Context: an optimization exercise on an open-source flow, tuned for small area. The choices shown serve that exercise and are no tape-out recipe.
Function was checked by simulation only, so behaviour that the tests miss may differ from the original.
Power figures rest on the tool's default switching activity, not on a simulated workload.

==> 09-11: inputs <==
==> flow/design.v <==
module mjmux_rx #(
    parameter integer BUFFER_SIZE = 128,
    parameter [6:0]   DEFAULT_ID  = 7'd1
) (
    input  wire        clk,
    input  wire        rst,           
    input  wire        rx_valid,
    input  wire [7:0]  rx_data,
    output wire        rx_ready,
    input  wire        rx_close,      
    input  wire        cfg_we,
    input  wire [7:0]  cfg_wdata,
    output wire [6:0]  node_id,
    output wire        out_valid,
    output wire [7:0]  out_data,
    output wire        out_last,
    input  wire        out_ready,
    output wire [15:0] stat_wrong_id,
    output wire [15:0] stat_checksum,
    output wire [15:0] stat_overrun
);
    localparam [3:0] S_H0      = 4'd0,
                     S_H1      = 4'd1,
                     S_SRC     = 4'd2,
                     S_DST     = 4'd3,
                     S_LEN     = 4'd4,
                     S_PAY     = 4'd5,
                     S_CRC0    = 4'd6,
                     S_CRC1    = 4'd7,
                     S_DELIVER = 4'd8;
    localparam [15:0] CRC_POLY = 16'h1021;
    function [15:0] crc_step;
        input [15:0] c_in;
        input [7:0]  b;
        integer i;
        reg [15:0] c;
        begin
            c = c_in ^ {b, 8'h00};
            for (i = 0; i < 8; i = i + 1) begin
                if (c[15])
                    c = (c << 1) ^ CRC_POLY;
                else
                    c = c << 1;
            end
            crc_step = c;
        end
    endfunction
    localparam [15:0] CRC_HDR = crc_step(crc_step(16'hFFFF, 8'h54), 8'hAB);
    reg [3:0]  state;
    reg [6:0]  id_q;
    reg [6:0]  ph;         
    reg [7:0]  idx;        
    reg [7:0]  len_q;
    reg [15:0] crc_q;
    reg        dst_ok;
    reg        lo_ok;
    reg [7:0]  obuf;
    reg        ov;
    reg [15:0] cnt_wrong_id;
    reg [15:0] cnt_checksum;
    reg [15:0] cnt_overrun;
    reg [7:0]  ring [0:BUFFER_SIZE-1];
    wire take = rx_valid && rx_ready;
    assign rx_ready  = (state != S_DELIVER) && ((state != S_PAY) || (ph == idx[6:0]));
    assign node_id   = id_q;
    assign out_valid = ov;
    assign out_data  = obuf;
    assign out_last  = (idx == len_q);
    assign stat_wrong_id = cnt_wrong_id;
    assign stat_checksum = cnt_checksum;
    assign stat_overrun  = cnt_overrun;
    wire        crc_tail = (state == S_CRC0) || (state == S_CRC1);
    wire [15:0] crc_next = crc_step(crc_q, crc_tail ? 8'h00 : rx_data);
    wire [15:0] crc_fin  = crc_step(crc_next, 8'h00);
    wire [2:0]  len_n   = idx[2:0];
    wire [7:0]  len_new = (len_n == 3'd0) ? {1'b0, rx_data[6:0]} : {(len_n == 3'd1) ? rx_data[0] : len_q[7], len_q[6:0]};
    wire        hi_new  = idx[7] |
                          ((len_n == 3'd1) ? (|rx_data[6:1]) :
                           (len_n == 3'd4) ? (|rx_data[3:0]) :
                           (len_n != 3'd0) ? (|rx_data[6:0]) : 1'b0);
    wire        len_over = hi_new || (len_new[7] && (|len_new[6:0]));
    wire [6:0]  dlt   = ph - idx[6:0];
    wire        avail = (idx != len_q) && (dlt[3:0] == 4'd0);
    wire [2:0]  tap   = dlt[6:4] - 3'd1;
    wire [7:0]  tapv  = ring[{tap, 4'hF}];
    always @(posedge clk) begin
        if (rst) begin
            id_q <= DEFAULT_ID;
        end else if (cfg_we) begin
            id_q <= cfg_wdata[6:0];
        end
    end
    integer k;
    always @(posedge clk) begin
        ring[0] <= (take && state == S_PAY) ? rx_data : ring[BUFFER_SIZE-1];
        for (k = 1; k < BUFFER_SIZE; k = k + 1)
            ring[k] <= ring[k-1];
    end
    always @(posedge clk) begin
        if (take && state == S_LEN && !rx_data[7] && !len_over)
            ph <= 7'd0;
        else
            ph <= ph + 7'd1;
    end
    always @(posedge clk) begin
        if (rst) begin
            state        <= S_H0;
            ov           <= 1'b0;
            cnt_wrong_id <= 16'd0;
            cnt_checksum <= 16'd0;
            cnt_overrun  <= 16'd0;
        end else if (rx_close && rx_ready) begin
            state <= S_H0;
        end else begin
            case (state)
                S_H0: if (take) begin
                    if (rx_data == 8'h54)
                        state <= S_H1;
                end
                S_H1: if (take) begin
                    if (rx_data == 8'hAB) begin
                        crc_q <= CRC_HDR;
                        state <= S_SRC;
                    end else if (rx_data != 8'h54) begin
                        state <= S_H0;
                    end
                end
                S_SRC: if (take) begin
                    crc_q <= crc_next;
                    obuf  <= rx_data;
                    state <= S_DST;
                end
                S_DST: if (take) begin
                    crc_q  <= crc_next;
                    dst_ok <= (rx_data == {1'b0, id_q});
                    idx    <= 8'd0;
                    state  <= S_LEN;
                end
                S_LEN: if (take) begin
                    crc_q  <= crc_next;
                    len_q  <= len_new;
                    idx    <= {hi_new, 4'd0, len_n + 3'd1};
                    if (rx_data[7]) begin
                        if (len_n == 3'd4) begin
                            if (cnt_overrun != 16'hFFFF)
                                cnt_overrun <= cnt_overrun + 16'd1;
                            state <= S_H0;
                        end
                    end else if (len_over) begin
                        if (cnt_overrun != 16'hFFFF)
                            cnt_overrun <= cnt_overrun + 16'd1;
                        state <= S_H0;
                    end else begin
                        idx   <= 8'd0;
                        state <= (len_new == 8'd0) ? S_CRC0 : S_PAY;
                    end
                end
                S_PAY: if (take) begin
                    crc_q <= crc_next;
                    idx   <= idx + 8'd1;
                    if (idx + 8'd1 == len_q)
                        state <= S_CRC0;
                end
                S_CRC0: if (take) begin
                    crc_q <= crc_next;
                    lo_ok <= (crc_fin[7:0] == rx_data);
                    state <= S_CRC1;
                end
                S_CRC1: if (take) begin
                    idx <= 8'd0;
                    if (!lo_ok || crc_next[15:8] != rx_data) begin
                        if (cnt_checksum != 16'hFFFF)
                            cnt_checksum <= cnt_checksum + 16'd1;
                        state <= S_H0;
                    end else if (!dst_ok) begin
                        if (cnt_wrong_id != 16'hFFFF)
                            cnt_wrong_id <= cnt_wrong_id + 16'd1;
                        state <= S_H0;
                    end else begin
                        ov    <= 1'b1;
                        state <= S_DELIVER;
                    end
                end
                S_DELIVER: if (!ov || out_ready) begin
                    if (ov && out_last) begin
                        ov    <= 1'b0;
                        state <= S_H0;
                    end else if (avail) begin
                        obuf <= tapv;
                        ov   <= 1'b1;
                        idx  <= idx + 8'd1;
                    end else begin
                        ov <= 1'b0;
                    end
                end
                default: state <= S_H0;
            endcase
        end
    end
endmodule
==> flow/run.sh <==
#!/bin/bash
# synth_recipe.tcl (not shown) runs the flow's synth.tcl, then flattens the netlist and writes it again
# the make line also repeats each setting of config.mk as NAME=value (left out here)
make -C /OpenROAD-flow-scripts/flow DESIGN_CONFIG=/design/flow/config.mk WORK_HOME=/design/flow/orfs CLKGATE_MAP_FILE= SYNTH_SCRIPT=/design/flow/synth_recipe.tcl finish
==> flow/config.mk <==
export PLATFORM = sky130hd
export DESIGN_NAME = mjmux_rx
export DESIGN_NICKNAME = mjmux_rx
export VERILOG_FILES = /design/flow/design.v
export SDC_FILE = /design/flow/constraint.sdc
export NUM_CORES = 4
export LEC_CHECK = 0
export CAP_MARGIN = 20
export CORE_MARGIN = 2
export CORE_UTILIZATION = 40
export SLEW_MARGIN = 20
==> flow/constraint.sdc <==
create_clock -name core_clock -period 10.0 [get_ports {clk}]
set_input_delay 2.0000 -clock core_clock [delete_from_list [all_inputs] [get_ports {clk}]]
set_output_delay 2.0000 -clock core_clock [all_outputs]
set_load 0.01 [all_outputs]
==> inputs of 04-12, as changes to 09-11 <==
==> flow/design.v, changed modules only <==
module mjmux_rx #(
    parameter integer BUFFER_SIZE = 128,
    parameter [6:0]   DEFAULT_ID  = 7'd1
) (
    input  wire        clk,
    input  wire        rst,           
    input  wire        rx_valid,
    input  wire [7:0]  rx_data,
    output wire        rx_ready,
    input  wire        rx_close,      
    input  wire        cfg_we,
    input  wire [7:0]  cfg_wdata,
    output wire [6:0]  node_id,
    output wire        out_valid,
    output wire [7:0]  out_data,
    output wire        out_last,
    input  wire        out_ready,
    output wire [15:0] stat_wrong_id,
    output wire [15:0] stat_checksum,
    output wire [15:0] stat_overrun
);
    localparam [3:0] S_H0      = 4'd0,
                     S_H1      = 4'd1,
                     S_SRC     = 4'd2,
                     S_DST     = 4'd3,
                     S_LEN     = 4'd4,
                     S_PAY     = 4'd5,
                     S_CRC0    = 4'd6,
                     S_CRC1    = 4'd7,
                     S_DELIVER = 4'd8;
    localparam [15:0] CRC_POLY = 16'h1021;
    function [15:0] crc_step;
        input [15:0] c_in;
        input [7:0]  b;
        integer i;
        reg [15:0] c;
        begin
            c = c_in ^ {b, 8'h00};
            for (i = 0; i < 8; i = i + 1) begin
                if (c[15])
                    c = (c << 1) ^ CRC_POLY;
                else
                    c = c << 1;
            end
            crc_step = c;
        end
    endfunction
    localparam [15:0] CRC_HDR = crc_step(crc_step(16'hFFFF, 8'h54), 8'hAB);
    reg [3:0]  state;
    reg [6:0]  id_q;
    reg [6:0]  ph;
    reg [7:0]  idx;        
    reg [7:0]  len_q;
    reg [15:0] crc_q;
    reg        dst_ok;
    reg        lo_ok;
    reg [7:0]  obuf;
    reg        ov;
    reg [15:0] cnt_wrong_id;
    reg [15:0] cnt_checksum;
    reg [15:0] cnt_overrun;
    reg [8*BUFFER_SIZE-1:0] ring;    
    wire st_pay = (state == S_PAY);
    wire st_del = (state == S_DELIVER);
    wire at_end = (idx == len_q);
    assign rx_ready  = !st_del && (!st_pay || (ph == idx[6:0] && !at_end));
    assign node_id   = id_q;
    assign out_valid = ov;
    assign out_data  = obuf;
    assign out_last  = at_end;
    assign stat_wrong_id = cnt_wrong_id;
    assign stat_checksum = cnt_checksum;
    assign stat_overrun  = cnt_overrun;
    wire take = rx_valid && rx_ready;
    wire        crc_tail = (state == S_CRC0) || (state == S_CRC1);
    wire [15:0] crc_next = crc_step(crc_q, crc_tail ? 8'h00 : rx_data);
    wire [15:0] crc_fin  = crc_step(crc_next, 8'h00);
    wire [2:0]  len_n   = idx[2:0];
    wire        hi_new  = idx[7] |
                          ((len_n == 3'd1) ? (|rx_data[6:1]) :
                           (len_n == 3'd4) ? (|rx_data[3:0]) :
                           (len_n != 3'd0) ? (|rx_data[6:0]) : 1'b0);
    wire [7:0]  len_new = (len_n == 3'd0) ? {1'b0, rx_data[6:0]} :
                          {(len_n == 3'd1) ? rx_data[0] : len_q[7], len_q[6:0]};
    wire        len_over = hi_new || (len_new[7] && (|len_new[6:0]));
    wire        load = st_del && (!ov || out_ready) && !at_end && (ph[3:0] == 4'd0);
    reg  [7:0]  tapv;
    always @(*) begin
        case (ph[6:4])
            3'd0:    tapv = ring[8*127+7:8*127];
            3'd1:    tapv = ring[8*15+7:8*15];
            3'd2:    tapv = ring[8*31+7:8*31];
            3'd3:    tapv = ring[8*47+7:8*47];
            3'd4:    tapv = ring[8*63+7:8*63];
            3'd5:    tapv = ring[8*79+7:8*79];
            3'd6:    tapv = ring[8*95+7:8*95];
            default: tapv = ring[8*111+7:8*111];
        endcase
    end
    always @(posedge clk) begin
        if (rst) begin
            id_q <= DEFAULT_ID;
        end else if (cfg_we) begin
            id_q <= cfg_wdata[6:0];
        end
    end
    always @(posedge clk) begin
        ring <= {ring[8*BUFFER_SIZE-9:0],
                 (take && st_pay) ? rx_data : ring[8*BUFFER_SIZE-1:8*BUFFER_SIZE-8]};
    end
    wire pay_start = take && (state == S_LEN) && !rx_data[7] && !len_over;
    always @(posedge clk) begin
        if (pay_start)
            ph <= 7'd0;
        else if (!load)
            ph <= ph + 7'd1;
    end
    always @(posedge clk) begin
        if (rst) begin
            state        <= S_H0;
            ov           <= 1'b0;
            cnt_wrong_id <= 16'd0;
            cnt_checksum <= 16'd0;
            cnt_overrun  <= 16'd0;
        end else if (rx_close && rx_ready) begin
            state <= S_H0;
        end else begin
            case (state)
                S_H0: if (take) begin
                    if (rx_data == 8'h54)
                        state <= S_H1;
                end
                S_H1: if (take) begin
                    if (rx_data == 8'hAB) begin
                        crc_q <= CRC_HDR;
                        state <= S_SRC;
                    end else if (rx_data != 8'h54) begin
                        state <= S_H0;
                    end
                end
                S_SRC: if (take) begin
                    crc_q <= crc_next;
                    obuf  <= rx_data;
                    state <= S_DST;
                end
                S_DST: if (take) begin
                    crc_q  <= crc_next;
                    dst_ok <= (rx_data == {1'b0, id_q});
                    idx    <= 8'd0;
                    state  <= S_LEN;
                end
                S_LEN: if (take) begin
                    crc_q  <= crc_next;
                    len_q  <= len_new;
                    idx    <= {hi_new, idx[6:0] + 7'd1};
                    if (rx_data[7]) begin
                        if (len_n == 3'd4) begin
                            if (cnt_overrun != 16'hFFFF)
                                cnt_overrun <= cnt_overrun + 16'd1;
                            state <= S_H0;
                        end
                    end else if (len_over) begin
                        if (cnt_overrun != 16'hFFFF)
                            cnt_overrun <= cnt_overrun + 16'd1;
                        state <= S_H0;
                    end else begin
                        idx   <= 8'd0;
                        state <= S_PAY;
                    end
                end
                S_PAY: begin
                    if (at_end) begin
                        state <= S_CRC0;
                    end else if (take) begin
                        crc_q <= crc_next;
                        idx   <= idx + 8'd1;
                    end
                end
                S_CRC0: if (take) begin
                    crc_q <= crc_next;
                    lo_ok <= (crc_fin[7:0] == rx_data);
                    state <= S_CRC1;
                end
                S_CRC1: if (take) begin
                    idx <= 8'd0;
                    if (!lo_ok || crc_next[15:8] != rx_data) begin
                        if (cnt_checksum != 16'hFFFF)
                            cnt_checksum <= cnt_checksum + 16'd1;
                        state <= S_H0;
                    end else if (!dst_ok) begin
                        if (cnt_wrong_id != 16'hFFFF)
                            cnt_wrong_id <= cnt_wrong_id + 16'd1;
                        state <= S_H0;
                    end else begin
                        ov    <= 1'b1;
                        state <= S_DELIVER;
                    end
                end
                S_DELIVER: begin
                    if (ov && out_ready && at_end) begin
                        ov    <= 1'b0;
                        state <= S_H0;
                    end else if (load) begin
                        obuf <= tapv;
                        ov   <= 1'b1;
                        idx  <= idx + 8'd1;
                    end else if (out_ready) begin
                        ov <= 1'b0;
                    end
                end
                default: state <= S_H0;
            endcase
        end
    end
endmodule
==> flow/flow/run.sh (new file) <==
#!/bin/bash
# Own layout flow: the standard synthesis, then the combinational logic re-mapped by ABC (remap.abc,
# registers untouched), then the standard ORFS flow with CTS without dummy loads
# and with small port buffers.
set -euo pipefail
W=$(pwd)
R=$W/orfs/results/$FLOW_PLATFORM/mjmux_rx/base
LIB=$FLOW_HOME/platforms/$FLOW_PLATFORM/lib/sky130_fd_sc_hd__tt_025C_1v80.lib

# 1. the standard synthesis, unchanged
bash standard.sh synth > $W/flow_synth.log 2>&1

# 2. re-map the combinational logic
cp $R/1_2_yosys.v $W/1_2_yosys_std.v
SEQ=$(grep -oE "sky130_fd_sc_hd__(e?dfx[a-z0-9_]*|dfr[a-z0-9_]*|dfs[a-z0-9_]*|sdf[a-z0-9_]*|dl[a-z0-9_]*|conb_1)" $W/1_2_yosys_std.v | sort -u | tr '\n' ' ')
DU=""
for c in $(grep -oE "cell \(\"sky130_fd_sc_hd__(lpflow|probe)[a-z0-9_]*" $LIB | grep -oE "sky130_fd_sc_hd__[a-z0-9_]*" | sort -u); do DU="$DU -dont_use $c"; done
sed -e "s#LIBFILE#$LIB#g" -e "s#SEQCELLS#$SEQ#" -e "s#NETLIST#$R/1_2_yosys.v#g" -e "s#TOP#$FLOW_TOP#" -e "s#DONTUSE#$DU#" -e "s#ABCSCRIPT#$W/flow/remap.abc#" \
    flow/remap.ys > $W/remap.ys
yosys -s $W/remap.ys > $W/remap.log 2>&1
rm -f $R/1_synth.odb $R/1_synth.sdc

# 3. the rest of the standard flow
export CTS_ARGS="-sink_clustering_enable -repair_clock_nets -dont_use_dummy_load -buf_list sky130_fd_sc_hd__clkbuf_4 -sink_clustering_size 11 -sink_clustering_max_diameter 40"
export BUFFER_PORTS_ARGS="-buffer_cell sky130_fd_sc_hd__buf_1"
bash standard.sh > $W/flow_finish.log 2>&1
==> flow/flow/remap.abc (new file) <==
strash; ifraig; scorr; dc2; strash; &get -n; &dch -f; &nf -R 1000; &put
==> flow/flow/remap.ys (new file) <==
# Re-map the combinational logic of the standard synthesis's netlist with an area-minded ABC
# script (remap.abc). Registers and tie cells stay as they are (same instances, names and cells).
read_liberty -ignore_miss_func LIBFILE
blackbox SEQCELLS
read_verilog NETLIST
hierarchy -top TOP
flatten
opt -purge
abc -script ABCSCRIPT -liberty LIBFILE DONTUSE
opt_clean -purge
setundef -zero
hilomap -singleton -hicell sky130_fd_sc_hd__conb_1 HI -locell sky130_fd_sc_hd__conb_1 LO
splitnets
opt_clean -purge
stat -liberty LIBFILE
write_verilog -noattr -nohex -nodec -selected NETLIST
==> flow/standard.sh (new file) <==
#!/bin/bash
# synth_recipe.tcl (not shown) runs the flow's synth.tcl, then flattens the netlist and writes it again
# the make line also repeats each setting of config.mk as NAME=value (left out here)
make -C /OpenROAD-flow-scripts/flow DESIGN_CONFIG=/design/flow/config.mk WORK_HOME=/design/flow/orfs CLKGATE_MAP_FILE= SYNTH_SCRIPT=/design/flow/synth_recipe.tcl "${@:-finish}"
removed: flow/run.sh
==> run summary <==
metric	09-11	04-12
Outcome	finished clean	finished clean
M1 wire length	23200 um	19500 um
Highest clock rate	180 MHz	187 MHz
Routed wire length per instance	15.0 um	14.2 um
Inverter count	26	10
Count of fill cells added during filler insertion	5924	5867
CP startpoint kind	register	primary input
Post-Layout Inst Area	0.0337 mm^2	0.0290 mm^2
Met2 usage in global routing	0.184	0.169
Worst IR Drop VDD	0.000158 V	0.000127 V
Fraction of layout instances using a drive strength above 1	0.117	0.0776
Total CTS buffers	100	131
Global placer's final weighted congestion	0.823	0.863
Number of levels the H-tree was split into	3	4
Clock Latency Late Sink	0.66 ns	0.97 ns
Number of antenna cells inserted	2	3
Inst Count DP	2867	2653
Combinational group share of total power	0.026	0.035
Die Span Y	270 um	261 um

-- re-timing with driven ports --
The results above use ideal ports. As a check the final layouts listed here were re-extracted and re-timed, cells and wires unchanged.
Step 1 sets driving cells, clkbuf_16 on the clock port and buf_2 on the other inputs (assumed; they add their load-dependent delay and slew).
Step 2 adds t to the input delays and takes it off the output delays; t is the mean of the earliest and latest rising clock arrival at the registers after step 1. Input paths then give back, and output paths get back, about the clock's delay inside the block.
Slacks: ideal ports / drivers / drivers and shift; pairs: ideal ports / drivers.
run	t (ns)	setup WS [ns]	worst register clock-pin slew, ns	worst slew at a driven data input, ns	cell pins on the clock port's net
09-11	0.706	4.451 / 4.387 / 4.266	0.07 / 0.07	0.09	1
04-12	0.980	4.666 / 4.662 / 3.682	0.11 / 0.11	0.07	1
After both steps setup and hold are still met in every run listed. The setup slack of 04-12, which loses most, moves by -0.004 ns with the drivers and by -0.984 ns with both steps.
